Source: an optimization exercise on an open RTL-to-GDS flow (aim: small area). Production flows keep margins and buffers that such runs may drop. Function was checked by simulation only, so behaviour that the tests miss may differ from the original. No activity file was given, so power comes from the tool's default toggle rates.

==> flow/design.v (excerpt) <==
module eemon_core (
  input  wire        clk,
  input  wire        rst,
  input  wire        cmd_valid,
  input  wire [31:0] cmd_data,
  output wire        cmd_ready,
  output reg         rsp_valid,
  output wire [31:0] rsp_data,
  output wire [5:0]  cs_n,
  output wire [5:0]  cs_oe,
  input  wire [3:0]  cs_in,
  input  wire [2:0]  din,
  output wire        sclk,
  output wire        mosi,
  input  wire        miso,
  input  wire        tick
);
  localparam [7:0] RW_FLAG_READ  = 8'h80;
  localparam [7:0] RW_FLAG_WRITE = 8'h00;
  localparam       STATUS_ACTIVE_LEVEL = 1'b0;
  localparam [30:0] DEBOUNCE_DEFAULT = 31'd20;
  localparam [7:0] OP_BEGIN = 8'h01, OP_END   = 8'h02, OP_XCHG  = 8'h03,
                   OP_GSET  = 8'h04, OP_GRD   = 8'h05, OP_STAT  = 8'h06,
                   OP_ECLR  = 8'h07, OP_IRQT  = 8'h08, OP_RDREG = 8'h10,
                   OP_WRREG = 8'h11, OP_FDEC  = 8'h12, OP_FENC  = 8'h13,
                   OP_QREAD = 8'h20, OP_QSTAT = 8'h21, OP_BREAD = 8'h30,
                   OP_BDOWN = 8'h31, OP_BSETD = 8'h32;
  localparam [3:0] S_IDLE  = 4'd0,  S_OPND  = 4'd1,  S_EXEC  = 4'd2,
                   S_DRAIN = 4'd3,  S_ZRESP = 4'd4,  S_BEGA  = 4'd5,
                   S_BEGB  = 4'd6,  S_CSA   = 4'd7,  S_FETCH = 4'd8,
                   S_TX    = 4'd9,  S_RX    = 4'd10, S_CSD   = 4'd11,
                   S_ENDA  = 4'd12, S_ENDB  = 4'd13, S_DONE  = 4'd14;
  reg [3:0]  st;
  reg [31:0] cmd_r;
  reg        active;
  reg [7:0]  depth;
  reg        dual_out;             
  reg [5:0]  gate_r;               
  reg        irq_flag;
  reg [5:0]  err;
  reg [2:0]  last_res;
  reg [7:0]  kb;                   
  reg [3:0]  bc;                   
  reg [31:0] rxsr;
  reg [1:0]  q_prev_obs;
  reg [3:0]  b_prev_obs;
  reg        s_prev_obs;
  wire [9:0] gate_en = {gate_r[5], 4'd0, gate_r[4:0]};
  wire [7:0] op  = cmd_r[31:24];
  wire [3:0] fu  = cmd_r[23:20];
  wire [3:0] ft  = cmd_r[19:16];
  wire [7:0] fa  = cmd_r[15:8];
  wire [7:0] fb  = cmd_r[7:0];
  wire       cs_on  = (st == S_FETCH) || (st == S_TX) || (st == S_RX) || (st == S_CSD);
  wire [5:0] cs_drv;
  genvar gc;
  generate
    for (gc = 0; gc < 6; gc = gc + 1) begin : g_cs
      assign cs_drv[gc] = !(cs_on && fu[2:0] == gc);
  ...
Settings: LEC_CHECK=0, ABC_AREA=1, CAP_MARGIN=0, CORE_MARGIN=2, CORE_UTILIZATION=50, PLACE_DENSITY=0.6, SLEW_MARGIN=0, SYNTH_MEMORY_MAX_BITS=16384; clock period 12.5 ns.
standard.sh (not shown) runs the stock make flow with config.mk's settings and CLKGATE_MAP_FILE= SYNTH_SCRIPT=/design/flow/synth_recipe.tcl, a recipe that flattens the netlist after the stock synthesis.
==> flow/flow/run.sh <==
#!/bin/bash
# The standard layout (standard.sh) with these changes:
#  - synthesis maps the logic with an area-oriented ABC script (deep
#    AIG resynthesis, then two rounds of choice computation and &nf mapping
#    with relaxed delay); the rest of synthesis, and so every register, is
#    the standard one;
#  - clock tree synthesis without dummy loads, with clkbuf_8 buffers and
#    clusters of at most 15 sinks within 60 um;
#  - port buffers of a smaller cell (every port still gets its own buffer).
# The whole flow's output goes to standard_flow.log in this folder; ORFS
# keeps each step's own log under orfs/logs/.
set -e
here=$(pwd)
rm -rf "$here/scripts"
cp -r "$FLOW_HOME/scripts" "$here/scripts"
cat > "$here/scripts/abc_area.script" <<'ABC'
&get -n
&st
&deepsyn -T 120
&dch -f
&nf -R 1000
&st
&dch -f
&nf -R 1000
&put
topo
dnsize -c
ABC
export SCRIPTS_DIR="$here/scripts"
export CTS_ARGS="-sink_clustering_enable -repair_clock_nets -dont_use_dummy_load -buf_list sky130_fd_sc_hd__clkbuf_8 -sink_clustering_size 15 -sink_clustering_max_diameter 60"
export BUFFER_PORTS_ARGS="-buffer_cell sky130_fd_sc_hd__buf_2"
bash standard.sh > standard_flow.log 2>&1
Change:
--- a/flow/design.v
+++ b/flow/design.v
@@ -871,23 +871,23 @@
       OP_FENC:  rsp_val = fmt_y;
       default:  rsp_val = 32'd0;
     endcase
   end
   wire is_xchg  = (op == OP_XCHG);
   wire is_rdreg = (op == OP_RDREG);
   wire byte_end = (bc == 4'd15);
   wire [7:0] wlen = is_xchg ? fa : (is_rdreg ? 8'd3 : 8'd3 + {5'd0, fmt_n});
   wire [7:0] rlen = is_xchg ? fb : (is_rdreg ? {5'd0, fmt_n} : 8'd0);
   wire [7:0] len_m1    = ((st == S_TX) || (st == S_DRAIN) ? wlen : rlen) - 8'd1;
   wire       last_byte = (kb == len_m1);
-  wire       last_word = (kb[7:2] == len_m1[7:2]);
+  wire       last_word = (kb[5:0] == len_m1[7:2]);
   wire       tx_hdr = !is_xchg && (kb < 8'd3);
   reg        hdr_bit;
   always @* begin
     case (kb[1:0])
       2'd0:    hdr_bit = is_rdreg && (bc[3:1] == 3'd0);
       2'd1:    hdr_bit = rm_addr[{1'b1, ~bc[3:1]}];
       default: hdr_bit = rm_addr[{1'b0, ~bc[3:1]}];
     endcase
   end
   wire tx_bit   = tx_hdr ? hdr_bit : rxsr[31];
   wire tx_shift = !tx_hdr ||
@@ -982,32 +982,32 @@
               OP_GSET: gate_r <= {cmd_r[9], cmd_r[4:0]};
               OP_ECLR: err    <= err & ~cmd_r[5:0];
               OP_IRQT: if (!irq_set) irq_flag <= 1'b0;
               OP_XCHG, OP_RDREG, OP_WRREG:
                 st <= (depth == 8'd0) ? S_BEGA : S_CSA;
               default: ;
             endcase
           end
         end
         S_DRAIN: begin
           if (cmd_valid) begin
-            kb <= kb + 8'd4;
+            kb <= kb + 8'd1;
             if (last_word) begin
               kb <= 8'd0;
               st <= (fb != 8'd0) ? S_ZRESP : S_IDLE;
             end
           end
         end
         S_ZRESP: begin
           rsp_valid <= 1'b1;
-          kb        <= kb + 8'd4;
+          kb        <= kb + 8'd1;
           if (last_word)
             st <= S_IDLE;
         end
         S_BEGA: begin
           active <= 1'b1;
           if (op == OP_BEGIN)
             depth <= 8'd1;
           st <= S_BEGB;
         end
         S_BEGB: begin
           dual_out <= 1'b1;
After rerunning: The changed run finished with timing, DRC and antenna clean; routed wire length rises by a few percent; total power falls by roughly a tenth; final cell count rises slightly; register-to-register slack is worse by 0.38 ns; setup slack is worse by 0.0074 ns; worst hold slack stays flat; global-route usage rises by 0.82 points; area after synthesis rises slightly; cell area rises slightly; count of clock-buffer cells in the layout falls by 2; critical path depth rises by 2; sequential share of layout area falls by 0.22 points; first-iteration DRC count rises by about a fifth.

[afterwards: timing with drivers on the ports]
In the flow no input, the clock included, has a driving cell. The finished layouts below were timed again as built, in two steps.
Step 1 assumes that a clkbuf_16 drives the clock port and a buf_2 every other input.
Step 2 adds t to the input delays and takes it off the output delays; t is the mean of the earliest and latest rising clock arrival at the registers after step 1. Input paths then give back, and output paths get back, about the clock's delay inside the block.
Slacks: ideal ports / drivers / drivers and shift; pairs: ideal ports / drivers.
| run | shift t [ns] | setup slack, ns | clock arrival spread, ns |
|---|---|---|---|
| the first run | 0.728 | 1.158 / 1.201 / 0.473 | 0.089 / 0.089 |
| the second run | 0.727 | 1.150 / 1.193 / 0.466 | 0.105 / 0.105 |
After both steps every run listed still meets setup and hold. For the first run, which loses most, drivers alone change the setup slack by +0.043 ns; drivers and shift together by -0.685 ns.
